What follows belongs to an exercise in optimizing a design on an open flow for small area, a short achievable clock period and few clock cycles; a production flow would make more cautious choices. Function was checked by simulation only, so behaviour that the tests miss may differ from the original. Power figures rest on the tool's default switching activity, not on a simulated workload.

[design/flow/flow/run.sh]
#!/bin/bash
# Layout flow: the standard flow (standard synthesis unchanged), with
# timing repair aimed 5.5 ns below the clock period, repair free to change a
# cell's footprint, and the port buffers made with buf_4 cells.
# The full make output goes to flow_make.log in this folder; each ORFS step
# also keeps its own log under orfs/logs.
set -euo pipefail
cd "$(dirname "$0")/.."
bash standard.sh \
  SETUP_SLACK_MARGIN=5.5 \
  MATCH_CELL_FOOTPRINT=0 \
  "BUFFER_PORTS_ARGS=-buffer_cell sky130_fd_sc_hd__buf_4" \
  finish > flow_make.log 2>&1
[design/flow/standard.sh]
#!/bin/bash
# synth_recipe.tcl (not shown) runs the flow's synth.tcl, then flattens the netlist and writes it again
# the make line also repeats each setting of config.mk as NAME=value (left out here)
make -C /OpenROAD-flow-scripts/flow DESIGN_CONFIG=/design/flow/config.mk WORK_HOME=/design/flow/orfs CLKGATE_MAP_FILE= SYNTH_SCRIPT=/design/flow/synth_recipe.tcl "${@:-finish}"
[design/flow/config.mk]
export PLATFORM = sky130hd
export DESIGN_NAME = preamble_detector
export DESIGN_NICKNAME = preamble_detector
export VERILOG_FILES = /design/flow/design.v
export SDC_FILE = /design/flow/constraint.sdc
export NUM_CORES = 4
export LEC_CHECK = 0
export CAP_MARGIN = 20
export CORE_MARGIN = 2
export CORE_UTILIZATION = 62
export CTS_CLUSTER_DIAMETER = 60
export CTS_CLUSTER_SIZE = 24
export SETUP_SLACK_MARGIN = 5
export SLEW_MARGIN = 20
[design/flow/constraint.sdc]
create_clock -name core_clock -period 10.0 [get_ports {clk}]
set_input_delay 2.0000 -clock core_clock [delete_from_list [all_inputs] [get_ports {clk}]]
set_output_delay 2.0000 -clock core_clock [all_outputs]
set_load 0.01 [all_outputs]
[design/flow/design.v]
module preamble_detector (
    input  wire        clk,
    input  wire        rst,
    input  wire        req_valid,
    input  wire        req_write,
    input  wire [12:0] req_addr,
    input  wire [31:0] req_wdata,
    input  wire [3:0]  req_be,
    output reg         resp_valid,
    output reg  [31:0] resp_rdata,
    output reg         resp_err
);
    localparam integer CAP_BITS_MAX = 1024;
    localparam [23:0]  PREAMBLE     = 24'hAAA598;
    localparam [3:0] R_NONE     = 4'd0;
    localparam [3:0] R_NOTFOUND = 4'd1;
    localparam [3:0] R_SHORT    = 4'd2;
    localparam [3:0] R_MISMATCH = 4'd3;
    localparam [3:0] R_ILLEGAL  = 4'd4;
    localparam [3:0] R_PRECOND  = 4'd5;
    localparam [2:0] C_DECODE   = 3'd1;
    localparam [2:0] C_LOCATE   = 3'd2;
    localparam [2:0] C_EXTRACT  = 3'd3;
    localparam [2:0] C_VALIDATE = 3'd4;
    localparam [2:0] C_FIELDS   = 3'd5;
    localparam [2:0] C_CLEAR    = 3'd6;
    localparam [2:0] C_ILLEGAL  = 3'd7;
    localparam [1:0] S_IDLE  = 2'd0;
    localparam [1:0] S_START = 2'd1;
    localparam [1:0] S_SCAN  = 2'd2;
    localparam [1:0] S_EXT   = 2'd3;
    reg [31:0] cap_mem [0:31];    
    reg        ctrl_inv;
    reg [10:0] cap_len;
    reg [15:0] start_off;
    reg [9:0]  mk;                
    reg        st_done;
    reg [3:0]  st_reason;
    reg        st_found, st_extracted, st_valid, st_reading;
    reg        st_err_busy;
    reg [287:0] fb;               
    reg         fb_zero;          
    reg         fb_agree;         
    reg [31:0] skip;              
    reg [1:0]  state;
    reg [2:0]  eng_cmd;
    reg [4:0]  ra;                
    reg [1:0]  fill;              
    reg [4:0]  wi;                
    reg        forced;            
    reg        pre_bad;           
    reg        len_fresh;         
    reg [4:0]  cw;                
    reg [4:0]  preg;              
    reg [3:0]  ecnt;              
    reg        agree_acc;
    reg [4:0]  lw_r, lp_r;        
    reg        l2ok_r;            
    reg [4:0]  l2w_r, l2p_r;      
    reg [31:0] rw, b1;            
    reg [4:0]  rw_idx;            
    reg        rw_w;              
    reg        pair_ok;           
    wire st_busy = (state != S_IDLE);
    wire        legal    = (req_addr[1:0] == 2'b00) && (!req_write || req_be == 4'b1111);
    wire        do_write = req_valid && legal && req_write;
    wire [10:0] waddr    = req_addr[12:2];
    wire        in_cap   = req_addr[12];
    wire        a_ctrl   = (waddr == 11'h002);
    wire        a_cmd    = (waddr == 11'h003);
    wire        a_status = (waddr == 11'h004);
    wire        a_len    = (waddr == 11'h005);
    wire        a_start  = (waddr == 11'h006);
    wire        input_wr  = do_write && (a_ctrl || a_cmd || a_len || a_start || in_cap);
    wire        busy_drop = input_wr && st_busy;
    wire        idle_wr   = do_write && !st_busy;
    wire        clr_found_by_host = idle_wr && (a_ctrl || a_len || a_start || in_cap);
    wire        issue     = idle_wr && a_cmd && (req_wdata != 32'd0);
    wire        cap_store = idle_wr && in_cap && (req_addr[11:7] == 5'd0);
    wire [2:0]  issue_cmd = (req_wdata[31:3] != 29'd0) ? C_ILLEGAL :
                            (req_wdata[2:0] == 3'd0)  ? C_ILLEGAL : req_wdata[2:0];
    wire [4:0] rw_prev = rw_idx - 5'd1;
    reg  [31:0] skip_nx;
    always @* begin
        skip_nx = skip;
        if (pair_ok)
            skip_nx[rw_prev] = !has_any;
        if (cap_store) begin
            skip_nx[req_addr[6:2]]        = 1'b0;
            skip_nx[req_addr[6:2] - 5'd1] = 1'b0;
        end
    end
    reg [31:0] cand;
    reg [4:0]  c_comb;
    reg        c_seen;
    reg [4:0]  c_r;               
    reg        c_fresh;           
    integer ci;
    always @* begin
        for (ci = 0; ci < 32; ci = ci + 1)
            cand[ci] = (ci >= start_off[9:5]) && (ci == 31 || !skip[ci]);
        c_seen = 1'b0;
        c_comb = 5'd0;
        for (ci = 0; ci < 32; ci = ci + 1) begin
            if (cand[ci] && !c_seen)
                c_comb = ci;
            c_seen = c_seen || cand[ci];
        end
    end
    wire        c_ok        = (c_r == c_comb);
    wire        idle_ready  = c_ok && (fill == 2'd2) && (c_r == cw);
    wire        idle_second = (fill == 2'd1) && (c_r == cw);
    wire [4:0]  idle_addr   = idle_second ? c_r + 5'd1 : c_r;
    wire        go        = !(req_valid && in_cap);
    reg  [31:0] port_sel;
    reg  [31:0] port_word;
    integer pw;
    always @* begin
        for (pw = 0; pw < 32; pw = pw + 1)
            port_sel[pw] = go ? (st_busy ? (ra == pw) : (idle_addr == pw))
                              : (req_addr[6:2] == pw);
        port_word = 32'd0;
        for (pw = 0; pw < 32; pw = pw + 1)
            port_word = port_word | (cap_mem[pw] & {32{port_sel[pw]}});
    end
    wire [7:0]  b3 = fb[287-24 -: 8];
    wire [7:0]  b4 = fb[287-32 -: 8];
    wire [7:0]  b5 = fb[287-40 -: 8];
    wire [7:0]  b6 = fb[287-48 -: 8];
    wire [7:0]  b7 = fb[287-56 -: 8];
    wire [7:0]  b8 = fb[287-64 -: 8];
    wire [7:0]  b9 = fb[287-72 -: 8];
    wire [11:0] f_rain     = {b7, b8[7:4]};
    wire [18:0] f_rain_hmm = f_rain * 19'd75;
    wire [3:0]  f_dir      = b9[3:0];
    wire [11:0] f_dir_deg  = f_dir * 12'd225;
    reg [23:0] f_label;
    always @* begin
        case (f_dir)
            4'd0:  f_label = 24'h20204E;    
            4'd1:  f_label = 24'h4E4E45;    
            4'd2:  f_label = 24'h204E45;    
            4'd3:  f_label = 24'h454E45;    
            4'd4:  f_label = 24'h202045;    
            4'd5:  f_label = 24'h455345;    
            4'd6:  f_label = 24'h205345;    
            4'd7:  f_label = 24'h535345;    
            4'd8:  f_label = 24'h202053;    
            4'd9:  f_label = 24'h535357;    
            4'd10: f_label = 24'h205357;    
            4'd11: f_label = 24'h575357;    
            4'd12: f_label = 24'h202057;    
            4'd13: f_label = 24'h574E57;    
            4'd14: f_label = 24'h204E57;    
            default: f_label = 24'h4E4E57;  
        endcase
    end
    reg [31:0] fbword;
    always @* begin
        case (req_addr[5:2])
            4'd0: fbword = fb[287:256];
            4'd1: fbword = fb[255:224];
            4'd2: fbword = fb[223:192];
            4'd3: fbword = fb[191:160];
            4'd4: fbword = fb[159:128];
            4'd5: fbword = fb[127:96];
            4'd6: fbword = fb[95:64];
            4'd7: fbword = fb[63:32];
            4'd8: fbword = fb[31:0];
            default: fbword = 32'd0;
        endcase
        if (fb_zero)
            fbword = 32'd0;
    end
    reg [31:0] rdata;
    always @* begin
        rdata = 32'd0;
        if (in_cap) begin
            if (req_addr[11:7] == 5'd0)
                rdata = port_word;
        end else if (req_addr[11:6] == 6'h04) begin
            rdata = fbword;
        end else if (req_addr[11:6] == 6'h00) begin
            case (req_addr[5:2])
                4'h0: rdata = {16'd0, 8'd12, 3'd0, 1'b0, 4'd3};           
                4'h1: rdata = CAP_BITS_MAX;                               
                4'h2: rdata = {31'd0, ctrl_inv};                          
                4'h3: rdata = 32'd0;                                      
                4'h4: rdata = {15'd0, st_err_busy, 4'd0, st_reason, 1'b0,
                               st_reading, st_valid, st_extracted, st_found,
                               (st_reason != R_NONE), st_done, st_busy};  
                4'h5: rdata = {21'd0, cap_len};
                4'h6: rdata = {16'd0, start_off};
                4'h7: rdata = st_found ? {22'd0, mk} : 32'h0000FFFF;
                4'h8: rdata = st_reading ? {15'd0, (b4[7:4] == 4'hF), 4'd0, b4[7:4], b3} : 32'd0;
                4'h9: rdata = st_reading ? {20'd0, b4[3:0], b5} : 32'd0;
                4'hA: rdata = st_reading ? {24'd0, b6} : 32'd0;
                4'hB: rdata = st_reading ? {20'd0, f_rain} : 32'd0;
                4'hC: rdata = st_reading ? {13'd0, f_rain_hmm} : 32'd0;
                4'hD: rdata = st_reading ? {24'd0, b8[3:0], b9[7:4]} : 32'd0;
                4'hE: rdata = st_reading ? {4'd0, f_dir_deg, 12'd0, f_dir} : 32'd0;
                default: rdata = st_reading ? {8'd0, f_label} : 32'd0;
            endcase
        end
    end
    always @(posedge clk) begin
        if (rst) begin
            resp_valid <= 1'b0;
            resp_rdata <= 32'd0;
            resp_err   <= 1'b0;
        end else begin
            resp_valid <= req_valid;
            resp_rdata <= (req_valid && legal && !req_write) ? rdata : 32'd0;
            resp_err   <= req_valid && !legal;
        end
    end
    always @(posedge clk) begin
        if (!rst && cap_store)
            cap_mem[req_addr[6:2]] <= req_wdata;
    end
    wire [63:0] mw = {b1, rw};
    reg  [31:0] mp, mn;
    integer mq;
    always @* begin
        for (mq = 0; mq < 32; mq = mq + 1) begin
            mp[mq] = (mw[63-mq -: 24] == PREAMBLE);
            mn[mq] = (mw[63-mq -: 24] == ~PREAMBLE);
        end
    end
    wire        has_any = |(mp | mn);
    wire        at_first = (wi == start_off[9:5]);
    wire        at_last  = (wi == lw_r);
    wire        s_below  = l2ok_r && (wi < l2w_r);
    wire        s_at     = l2ok_r && (wi == l2w_r);
    reg [31:0] mv, smask;
    integer mi;
    always @* begin
        for (mi = 0; mi < 32; mi = mi + 1) begin
            mv[mi] = (ctrl_inv ? mn[mi] : mp[mi])
                   && (!at_first || mi >= start_off[4:0])
                   && (!at_last  || mi <= lp_r);
            smask[mi] = s_below || (s_at && mi <= l2p_r);
        end
    end
    wire any_match = |mv;
    wire suff      = |(mv & smask);
    reg [4:0] pfirst;
    integer pf;
    always @* begin
        pfirst = 5'd0;
        for (pf = 31; pf >= 0; pf = pf - 1)
            if (mv[pf])
                pfirst = pf;
    end
    wire [63:0] fw0   = {b1, rw};
    wire [46:0] fw4   = preg[4] ? fw0[47:1]  : fw0[63:17];
    wire [38:0] fw3   = preg[3] ? fw4[38:0]  : fw4[46:8];
    wire [34:0] fw2   = preg[2] ? fw3[34:0]  : fw3[38:4];
    wire [32:0] fw1   = preg[1] ? fw2[32:0]  : fw2[34:2];
    wire [31:0] fw    = preg[0] ? fw1[31:0]  : fw1[32:1];
    wire [31:0] fword = fw ^ {32{ctrl_inv}};
    wire [31:0] cmask = (ecnt == 4'd5 || ecnt == 4'd8) ? 32'hFFFFFF00 : 32'hFFFFFFFF;
    wire        w_eq  = (((fword ^ fb[95:64]) & cmask) == 32'd0);
    wire        agree_now = agree_acc && (ecnt < 4'd3 || w_eq);
    wire        hold  = ((state == S_SCAN) && (fill == 2'd2) && !pre_bad && (forced || any_match)) ||
                        (!st_busy && idle_ready);
    always @(posedge clk) begin
        if ((go && !hold) || cap_store) begin
            rw <= cap_store ? req_wdata : port_word;
            b1 <= rw;
        end
        if (go && state == S_EXT)
            fb <= {fb[255:0], fword};
    end
    always @(posedge clk) begin
        if (rst) begin
            skip    <= 32'd0;
            rw_w    <= 1'b0;
            pair_ok <= 1'b0;
            c_r     <= 5'd0;
            c_fresh <= 1'b0;
        end else begin
            rw_w    <= cap_store;
            pair_ok <= cap_store && rw_w && (req_addr[6:2] == rw_idx + 5'd1);
            if (cap_store)
                rw_idx <= req_addr[6:2];
            skip    <= skip_nx;
            c_r     <= c_comb;
            c_fresh <= !(cap_store || pair_ok ||
                         (idle_wr && a_start && req_wdata[9:5] != start_off[9:5]));
        end
    end
    wire [10:0] lim24  = cap_len - 11'd24;                  
    wire [11:0] lim288 = {1'b0, cap_len} - 12'd288;         
    wire pre_bad_now = cap_len < 11'd24 || start_off > {5'd0, lim24} ||
                       c_r > lim24[9:5];
    wire fast_go = c_fresh && (fill == 2'd2) && (c_r == cw) && len_fresh &&
                   !pre_bad_now && any_match && suff;
    task finish;
        input [3:0] code;
        begin
            st_done   <= 1'b1;
            st_reason <= code;
            state     <= S_IDLE;
            fill      <= 2'd0;
        end
    endtask
    always @(posedge clk) begin
        if (rst) begin
            ctrl_inv     <= 1'b0;
            cap_len      <= 11'd0;
            start_off    <= 16'd0;
            st_done      <= 1'b0;
            st_reason    <= R_NONE;
            st_found     <= 1'b0;
            st_extracted <= 1'b0;
            st_valid     <= 1'b0;
            st_reading   <= 1'b0;
            st_err_busy  <= 1'b0;
            fb_zero      <= 1'b1;
            state        <= S_IDLE;
            fill         <= 2'd0;
            len_fresh    <= 1'b0;
        end else begin
            len_fresh <= !(idle_wr && a_len);
            if (busy_drop)
                st_err_busy <= 1'b1;
            else if (do_write && a_status && req_wdata[16])
                st_err_busy <= 1'b0;
            if (idle_wr && a_ctrl)
                ctrl_inv <= req_wdata[0];
            if (idle_wr && a_len)
                cap_len <= (req_wdata[15:0] > CAP_BITS_MAX) ? CAP_BITS_MAX[10:0] : req_wdata[10:0];
            if (idle_wr && a_start)
                start_off <= req_wdata[15:0];
            if (clr_found_by_host)
                st_found <= 1'b0;
            if (issue) begin
                st_done   <= 1'b0;
                eng_cmd   <= issue_cmd;
                if (issue_cmd == C_DECODE || issue_cmd == C_LOCATE) begin
                    st_found     <= 1'b0;
                    st_extracted <= 1'b0;
                    st_valid     <= 1'b0;
                    st_reading   <= 1'b0;
                    forced       <= 1'b0;
                    if (issue_cmd == C_DECODE && fast_go) begin
                        st_found  <= 1'b1;
                        mk        <= {wi, pfirst};
                        preg      <= pfirst;
                        ecnt      <= 4'd0;
                        agree_acc <= 1'b1;
                        state     <= S_EXT;
                    end else
                        state     <= S_SCAN;
                end else
                    state        <= S_START;
            end
            case (state)
                S_IDLE: begin
                    wi      <= c_comb;
                    lw_r    <= lim24[9:5];
                    lp_r    <= lim24[4:0];
                    l2ok_r  <= !lim288[11];
                    l2w_r   <= lim288[9:5];
                    l2p_r   <= lim288[4:0];
                    pre_bad <= cap_len < 11'd24 || start_off > {5'd0, lim24} ||
                               c_comb > lim24[9:5];
                    if (cap_store)
                        fill <= 2'd0;
                    else if (!c_ok) begin
                        fill <= 2'd0;
                        ra   <= c_comb;
                    end
                    else if (go && !idle_ready) begin
                        if (idle_second) begin
                            fill <= 2'd2;
                            ra   <= c_r + 5'd2;
                        end else begin
                            fill <= 2'd1;
                            cw   <= c_r;
                            ra   <= c_r + 5'd1;
                        end
                    end
                end
                S_START: begin
                    case (eng_cmd)
                        C_EXTRACT: begin
                            if (!st_found)
                                finish(R_PRECOND);
                            else begin
                                st_extracted <= 1'b0;
                                st_valid     <= 1'b0;
                                st_reading   <= 1'b0;
                                if ({2'b0, mk} + 12'd288 > {1'b0, cap_len})
                                    finish(R_SHORT);
                                else begin
                                    forced  <= 1'b1;
                                    pre_bad <= 1'b0;
                                    wi      <= mk[9:5];
                                    ra     <= mk[9:5];
                                    fill   <= 2'd0;
                                    state  <= S_SCAN;
                                end
                            end
                        end
                        C_VALIDATE: begin
                            if (!st_extracted)
                                finish(R_PRECOND);
                            else begin
                                st_valid   <= fb_agree;
                                st_reading <= 1'b0;
                                finish(fb_agree ? R_NONE : R_MISMATCH);
                            end
                        end
                        C_FIELDS: begin
                            if (!st_valid)
                                finish(R_PRECOND);
                            else begin
                                st_reading <= 1'b1;
                                finish(R_NONE);
                            end
                        end
                        C_CLEAR: begin
                            st_found     <= 1'b0;
                            st_extracted <= 1'b0;
                            st_valid     <= 1'b0;
                            st_reading   <= 1'b0;
                            fb_zero      <= 1'b1;
                            finish(R_NONE);
                        end
                        default: finish(R_ILLEGAL);
                    endcase
                end
                S_SCAN: begin
                    if (pre_bad)
                        finish(R_NOTFOUND);
                    else if (go) begin
                        if (!hold)
                            ra <= ra + 5'd1;
                        fill <= (fill == 2'd0) ? 2'd1 : 2'd2;
                        if (fill == 2'd2) begin
                            if (forced) begin
                                preg      <= mk[4:0];
                                ecnt      <= 4'd0;
                                agree_acc <= 1'b1;
                                state     <= S_EXT;
                            end else if (any_match) begin
                                st_found <= 1'b1;
                                mk       <= {wi, pfirst};
                                if (eng_cmd == C_LOCATE)
                                    finish(R_NONE);
                                else if (!suff)
                                    finish(R_SHORT);
                                else begin
                                    preg      <= pfirst;
                                    ecnt      <= 4'd0;
                                    agree_acc <= 1'b1;
                                    state     <= S_EXT;
                                end
                            end else if (at_last)
                                finish(R_NOTFOUND);
                            else
                                wi <= wi + 5'd1;
                        end
                    end
                end
                default: begin
                    if (go) begin
                        ra        <= ra + 5'd1;
                        ecnt      <= ecnt + 4'd1;
                        agree_acc <= agree_now;
                        if (ecnt == 4'd8) begin
                            st_extracted <= 1'b1;
                            fb_zero      <= 1'b0;
                            fb_agree     <= agree_now;
                            if (eng_cmd == C_DECODE) begin
                                st_valid   <= agree_now;
                                st_reading <= agree_now;
                                finish(agree_now ? R_NONE : R_MISMATCH);
                            end else
                                finish(R_NONE);
                        end
                    end
                end
            endcase
        end
    end
endmodule
==> results of run 1 <==
-- cell type report --
type                            instances  area [um2]
Clock buffer                          118        2800
Timing Repair Buffer                  494        4850
Clock inverter                         86        1130
Inverter                              149         588
Antenna cell                            7        17.5
Fill cell                            8019       33600
Multi-Input combinational cell       3671       28800
Tap cell                             1612        2020
Sequential cell                      1572       45900
-- synth_stat cells (58+ instances only) --
library cell | number | area (um2)
edfxtp_1 | 1440 | 43200
nand2_1 | 408 | 1530
nor2_1 | 367 | 1380
a22oi_1 | 332 | 2490
clkbuf_1 | 288 | 1080
a21oi_1 | 207 | 1040
nand3_1 | 202 | 1010
nor3_1 | 148 | 741
nand4_1 | 146 | 913
inv_1 | 142 | 533
o21ai_0 | 139 | 696
a221oi_1 | 138 | 1210
dfxtp_1 | 132 | 2640
ha_1 | 131 | 1640
mux2i_1 | 106 | 1060
xnor2_1 | 106 | 928
a22o_1 | 97 | 850
a222oi_1 | 92 | 921
mux4_2 | 88 | 1980
nor4_1 | 84 | 526
buf_2 | 58 | 290
nor2b_1 | 58 | 363
-- power groups by stage --
stage          Combinational (mW)  Sequential, mW  Clock (mW)
2_1_floorplan               0.671            7.37           0
3_3_place_gp                 1.08            7.42           0
3_5_place_dp                 1.09            7.42           0
4_1_cts                      1.25            7.24        4.92
5_1_grt                      1.43            7.25        5.16
6_report                     1.41            7.25        4.97
-- registers in the layout, indices dropped and copies added, names as in the netlist, 10 cells and up --
register,flops
cap_len,11
start_off,16
f_label,16
rw,32
b1,32
cap_mem,1024
fb,288
resp_rdata,32
mk,10
skip,31
-- routing by layer --
metal / vias to the layer above / wire (um) / global-route usage
met5: - / 78 / 0
met3: 1489 / 44500 / 0.132
met2: 5569 / 126000 / 0.687
met1: 28600 / 96600 / 0.600
met4: 12 / 27900 / 0.331
li1: 23600 / - / -
-- through the flow --
stage | util | setup WS, ns
2_1_floorplan | - | 5.32
3_3_place_gp | 0.647 | 3.68
5_1_grt | 0.719 | 5.33
4_1_cts | 0.704 | 5.49
6_report | 0.719 | 5.43
3_5_place_dp | 0.647 | 3.53
-- what timing repair did --
| item | CTS | global route |
|---|---|---|
| setup endpoints to repair | 1151 | 166 |
| cloned | 17 | 9 |
| pin swaps | 60 | 69 |
| gates resized for setup | 298 | 225 |
| buffers inserted | 150 | 70 |
-- layout by cell type, fill, tap and decap left out, types with 25 or more instances in the layout --
cell type     n
ha_1        125
a32oi_1      30
mux2i_1     104
a22o_1       97
nor4_1       46
mux4_2       88
nor2b_1      52
buf_4       352
a21oi_1     194
nand4_1     146
inv_1       135
dfxtp_1     122
xor2_1       35
buf_12       29
edfxtp_1   1440
nand2_1     385
o21ai_0     131
xnor2_1     100
o211ai_1     33
nor2_1      308
clkbuf_16   129
a31oi_1      38
mux2_2       34
a221oi_1    111
a222oi_1     92
and2_1       36
nand3_1     193
nor3_1      125
buf_6        75
and4bb_2     43
and3_1       25
a22oi_1     329
a221oi_2     26
nor2_4       53
-- worst min-delay path by stage --
stage	to	slack (ns)	cells past startpoint
finish	fb[186]	0.45	0
global route	fb[67]	0.46	0
CTS	fb[214]	0.44	0
detailed placement	fb[136]	0.43	0
global placement	fb[200]	0.43	0
floorplan	b1[0]	0.40	0
-- kinds of logic (layout without fill, tap and decap cells) --
logic type,count (synthesis),in the layout
buffers and inverters,544,847
xor gates and xnor gates,144,144
adders and majority gates,149,149
and+or+nand+nor,1748,1751
muxes,232,232
other,0,7
DFF,1572,1572
AOI/OAI and AO/OA,1395,1395
==> impl_metrics.json, run 1 <==
{
  "cts_hold_buffers": 0,
  "dp.cells": 7252,
  "cp.buffers_inverters": 3,
  "synth-adder-area-share": 0.0268,
  "worst_pin_slew_ns": 1.21,
  "htreeDepth": 3,
  "clk_pin_slew_ns": 0.09,
  "portBuffers": 86,
  "ff2ff_path_depth": 14,
  "endpoint": "st_valid",
  "crit_family": "simple AND/OR/NAND/NOR gates",
  "cts_sinks": 1572,
  "hp-class": "register to register",
  "drt-pass1-iter-count": 9,
  "initial_core_util": 0.623,
  "overflow": 0,
  "synth_mux_area_frac": 0.0466,
  "synth_cell_types": 106,
  "io_pins": 87,
  "p_sw_mw": 3.53,
  "hold_viol": 0,
  "synth-xor-area-share": 0.0171,
  "die_area_mm2": 0.123,
  "slowest_delay_ns": 0.63,
  "worstSetupStartpointType": "register",
  "stdcell_count": 7709,
  "power_frac_comb": 0.103,
  "drive_above_1_share": 0.206,
  "rrSetupSlack_ns": 5.43,
  "cp.depth": 14,
  "ys_seq_area_frac": 0.616,
  "status": "finished clean",
  "cp-startpoint": "rw[22]",
  "pwr-share-seq": 0.532,
  "p_per_area_mw_per_mm2": 158,
  "grt_max_degree": 174,
  "whs_ns": 0.451,
  "max_slew_margin": 0.193,
  "cpMaxStageDelayCell": "mux4_2",
  "rows": 127,
  "period_needed_ns": 4.57,
  "ys_warn_count": 1,
  "yosys_register_bits": 1572,
  "required_ns": 10.68,
  "fmax_mhz": 219,
  "hold_start": "fb[154]",
  "syn_to_final_growth_pct": 15.5,
  "routed_wl_mm": 295,
  "core_mm2": 0.120,
  "clock_path_buffers": 3,
  "nets": 6200,
  "clkPwrFrac": 0.365,
  "synthArstFlopShare": 0,
  "synthCells": 5784,
  "wire_per_inst_um": 38.3,
  "grt_pass1_wl_mm": 405,
  "syn_nets": 5986,
  "dpl_cell_area_mm2": 0.0774,
  "setup_viol": 0,
  "ys.flop_type": "edfxtp_1",
  "place.gp.congestion": 1.01,
  "arrival_ns": 5.25,
  "rsz0062_at_grt": "true",
  "clock_latency_ns": 0.79,
  "syn_area_mm2": 0.0745,
  "avgSynthCellArea_um2": 12.9,
  "post-dp-hpwl_mm": 176,
  "timing.final.crit_share": 0.457,
  "slew_viol_final": 0,
  "fin_skew_ns": 0.0731,
  "final_cell_area_mm2": 0.0861,
  "synth_top_family_by_area": "compound AO/OA/AOI/OAI gates",
  "crit_fanout": 3,
  "die_h_um": 351,
  "ant_nets": 0,
  "synthSimpleGateAreaFrac": 0.124,
  "r2r-start": "rw[22]",
  "p_leak_nw": 28.5,
  "fin_tns_setup_ns": 0,
  "critPathCaptureType": "register",
  "dieWidth_um": 351,
  "cts_tree": "done",
  "grt_usage": 0.467,
  "p_total_mw": 13.6,
  "vdd_drop_max_mv": 0.227,
  "regToRegEndpoint": "st_valid",
  "cell_internal_pwr_mw": 10.1,
  "cap_violations": 0,
  "critPathKind": "register to register",
  "grt_pass1_vias": 54400,
  "cp_cell_sequence": "buf_12, buf_12, clkbuf_16, mux2i_1, mux4_2, mux4_2, xnor3_1, nor4_2, nand4_1, o211a_4, nor4_4, nor2_4, or3_4, a311oi_2",
  "dr.first_iter.drc_count": 10900,
  "synth_compound_area_frac": 0.139,
  "remaining_drc_errors": 0,
  "numCtsBuffers": 110,
  "synth-edff-count": 1440,
  "cts_root_buffer": "clkbuf_16",
  "viasPerCell": 7.69,
  "dr_total_vias": 59300,
  "antenna_found_initial": 14,
  "switching_share": 0.259
}
Testbench counts, summed over its fixed seeds: cycles 13,711.
==> run 2, diff against run 1 <==
--- a/design/flow/config.mk
+++ b/design/flow/config.mk
@@ -9,3 +9,3 @@
 export CORE_MARGIN = 2
-export CORE_UTILIZATION = 62
+export CORE_UTILIZATION = 68
 export CTS_CLUSTER_DIAMETER = 60
==> run 2 against run 1 <==
Count of clock-buffer cells in the layout fell by 5. Critical endpoint is now preg[3]. Clock power shrank 7.2%. Still clean on timing, DRC and antenna. Routed wire length decreased by 1.7%. Global-route usage up 3.3 points. Highest routed layer unchanged.
==> impl_metrics.json, run 2 <==
{
  "status": "finished clean",
  "clock_path_buffers": 3,
  "critPathKind": "input pin to register",
  "routed_wl_mm": 290,
  "numCtsBuffers": 102,
  "place.gp.congestion": 1.02,
  "synthArstFlopShare": 0,
  "avgSynthCellArea_um2": 12.9,
  "die_h_um": 335,
  "hold_viol": 0,
  "p_per_area_mw_per_mm2": 155,
  "min_path_cells": 0,
  "ys_warn_count": 1,
  "timing.final.crit_share": 0.474,
  "critPathCaptureType": "register",
  "worst_pin_slew_ns": 1.28,
  "hold_end": "fb[72]",
  "rows": 121,
  "post-dp-hpwl_mm": 171,
  "drt-pass1-iter-count": 15,
  "cp.buffers_inverters": 2,
  "clk_pin_slew_ns": 0.09,
  "core_mm2": 0.109,
  "fillers": 6291,
  "synth_common_cells": "1440 x edfxtp_1, 408 x nand2_1, 367 x nor2_1",
  "grt_max_degree": 200,
  "hp-class": "register to register",
  "arrival_ns": 5.19,
  "synth-edff-count": 1440,
  "fin_skew_ns": 0.0589,
  "dr.first_iter.drc_count": 12100,
  "clock_latency_ns": 0.77,
  "syn_area_mm2": 0.0745,
  "cts_tree": "done",
  "required_ns": 10.45,
  "yosysMostFrequentCell": "edfxtp_1",
  "antenna_found_initial": 20,
  "regToRegEndpoint": "preg[3]",
  "synth.area.top_cells": "edfxtp_1 58%, dfxtp_1 3.5%, a22oi_1 3.3%",
  "nets": 6205,
  "drive_above_1_share": 0.207,
  "wire_per_inst_um": 38.7,
  "cap_violations": 0,
  "synthCells": 5784,
  "hold_start": "fb[40]",
  "cp.depth": 12,
  "vdd_drop_max_mv": 0.212,
  "fin_ws_ns": 5.26,
  "worstSetupStartpointType": "input pin",
  "setup_viol": 0,
  "largest_register_ffs": 1024,
  "cpMaxStageDelayCell": "nand4_1",
  "fmax_mhz": 211,
  "htreeDepth": 3,
  "ff2ff_path_depth": 16,
  "cts_sinks": 1572,
  "rsz0062_at_grt": "true",
  "p_leak_nw": 28.4,
  "overflow": 0,
  "syn_nets": 5986,
  "yosys_register_bits": 1572,
  "grt_pass1_vias": 55900,
  "initial_core_util": 0.685,
  "p_total_mw": 13.3,
  "final_cell_mix": "1440 x edfxtp_1, 391 x buf_4, 385 x nand2_1",
  "ys.flop_type": "edfxtp_1",
  "slowest_delay_ns": 0.53,
  "dr_total_vias": 60400,
  "synth_top_area_share": 0.580,
  "cts_root_buffer": "clkbuf_16",
  "crit_fanout": 34,
  "grt_usage": 0.500,
  "portBuffers": 86,
  "crit_family": "simple AND/OR/NAND/NOR gates",
  "cp_cell_sequence": "buf_4, nor4_1, nand4_1, nor2_1, nand3_2, nor3_4, nand2_1, nor4_4, buf_6, mux2i_1, o21a_1, o221ai_1",
  "die_area_mm2": 0.112,
  "io_pins": 87,
  "dieWidth_um": 335,
  "cts_hold_buffers": 0,
  "syn_to_final_growth_pct": 14.7,
  "rrSetupSlack_ns": 5.33,
  "remaining_drc_errors": 0,
  "synth_cell_types": 106,
  "max_slew_margin": 0.138,
  "fin_tns_setup_ns": 0,
  "ant_nets": 0,
  "grt_pass1_wl_mm": 399,
  "period_needed_ns": 4.74,
  "ys_seq_area_frac": 0.616,
  "r2r-start": "b1[4]",
  "slew_viol_final": 0,
  "final_common_cell": "edfxtp_1",
  "place_worst_setup_slack_ns": 3.71,
  "synth_area_leader_cell": "edfxtp_1",
  "viasPerCell": 8.04
}
run 2: changes by cell type in the layout (fill, tap and decap cells not counted), sizes merged:
cell and delta:
clkbuf -6, bufinv -5, buf +16, and2 -2, inv -5, diode +5, clkinvlp -1
run 2: power by group:
| group | internal (mW) | switching [mW] | total [mW] |
|---|---|---|---|
| registers | 7.19 | 0.0577 | 7.25 |
| logic | 0.506 | 0.901 | 1.41 |
| clock network | 2.13 | 2.48 | 4.61 |
run 2: cell type report:
type / count / area [um2] / share of cell area
Timing Repair Buffer: 509 / 4850 / 0.0567
Inverter: 149 / 576 / 0.00673
Clock inverter: 75 / 878 / 0.0103
Antenna cell: 12 / 30.0 / 0.000351
Multi-Input combinational cell: 3669 / 28800 / 0.337
Clock buffer: 113 / 2650 / 0.0310
Tap cell: 1414 / 1770 / 0.0207
Sequential cell: 1572 / 45900 / 0.537
run 2: how the worst max path moves through the flow:
stage / from / endpoint / slack [ns]
4_1_cts: req_valid / resp_rdata[23] / 5.49
5_1_grt: b1[15] / preg[3] / 5.36
2_1_floorplan: req_addr[7] / cap_mem[15][0] / 5.32
3_5_place_dp: req_valid / resp_rdata[23] / 3.71
3_3_place_gp: req_valid / rw[18] / 3.86
6_report: req_wdata[28] / preg[3] / 5.26
run 2: worst reg2reg max path: cells and delay by family, from the launching register on:
family	cells	cell delay [ns]
AO/OA/AOI/OAI	6	0.90
multiplexers	1	0.23
buffers and inverters	3	0.63
AND/OR/NAND/NOR	6	2.23
flip-flops	1	0.40
run 2: through the flow:
step	hold slack, ns	instance area (um2)	cells	utilization
2_1_floorplan	0.400	74900	5784	-
3_3_place_gp	0.429	77100	7047	0.708
3_5_place_dp	0.433	77100	7047	0.708
4_1_cts	0.432	83100	7374	0.763
5_1_grt	0.458	85500	7503	0.785
6_report	0.444	85500	7513	0.785
run 2: metal layers:
metal  track usage  part of all wire
met5             0           0.00076
met3         0.173              0.17
met2         0.719              0.42
met4         0.371              0.10
met1         0.631              0.31
run 2: timing repair:
action | CTS | global route
pin swaps | 50 | 90
gates cloned | 14 | 11
resized for setup | 240 | 258
endpoints found under the setup margin | 1071 | 166
setup buffers | 125 | 114
endpoints found under the hold margin | 0 | 0
run 2: logic make-up after synthesis:
family	Yosys count	synth area share
xor gates and xnor gates	144	0.0171
and+or+nand+nor	1748	0.124
muxes	232	0.0466
DFF	1572	0.616
AOI/OAI and AO/OA	1395	0.139
buffers and inverters	544	0.0307
adders and majority gates	149	0.0268

static timing again, ports no longer ideal:
In the flow no input, the clock included, has a driving cell. The finished layouts below were timed again as built, in two steps. Step 1: set_driving_cell puts a clkbuf_16 on clk and a buf_2 on each other input, an assumption about the parent block. Step 2 adds t to the input delays and takes it off the output delays; t is the mean of the earliest and latest rising clock arrival at the registers after step 1. Input paths then give back, and output paths get back, about the clock's delay inside the block. a / b / c = ideal ports / drivers / drivers and shift; a / b = the first two.
run | t (ns) | setup slack, ns | worst setup path at the end | worst register clock-pin slew, ns | pins driven straight from the clock port
run 1 | 0.839 | 5.433 / 5.422 / 4.583 | input to register | 0.09 / 0.09 | 1
run 2 | 0.824 | 5.261 / 5.301 / 4.477 | input to register | 0.10 / 0.10 | 1
After both steps setup and hold are still met in every run listed. The setup slack of run 1, which loses most, moves by -0.011 ns with the drivers and by -0.850 ns with both steps.
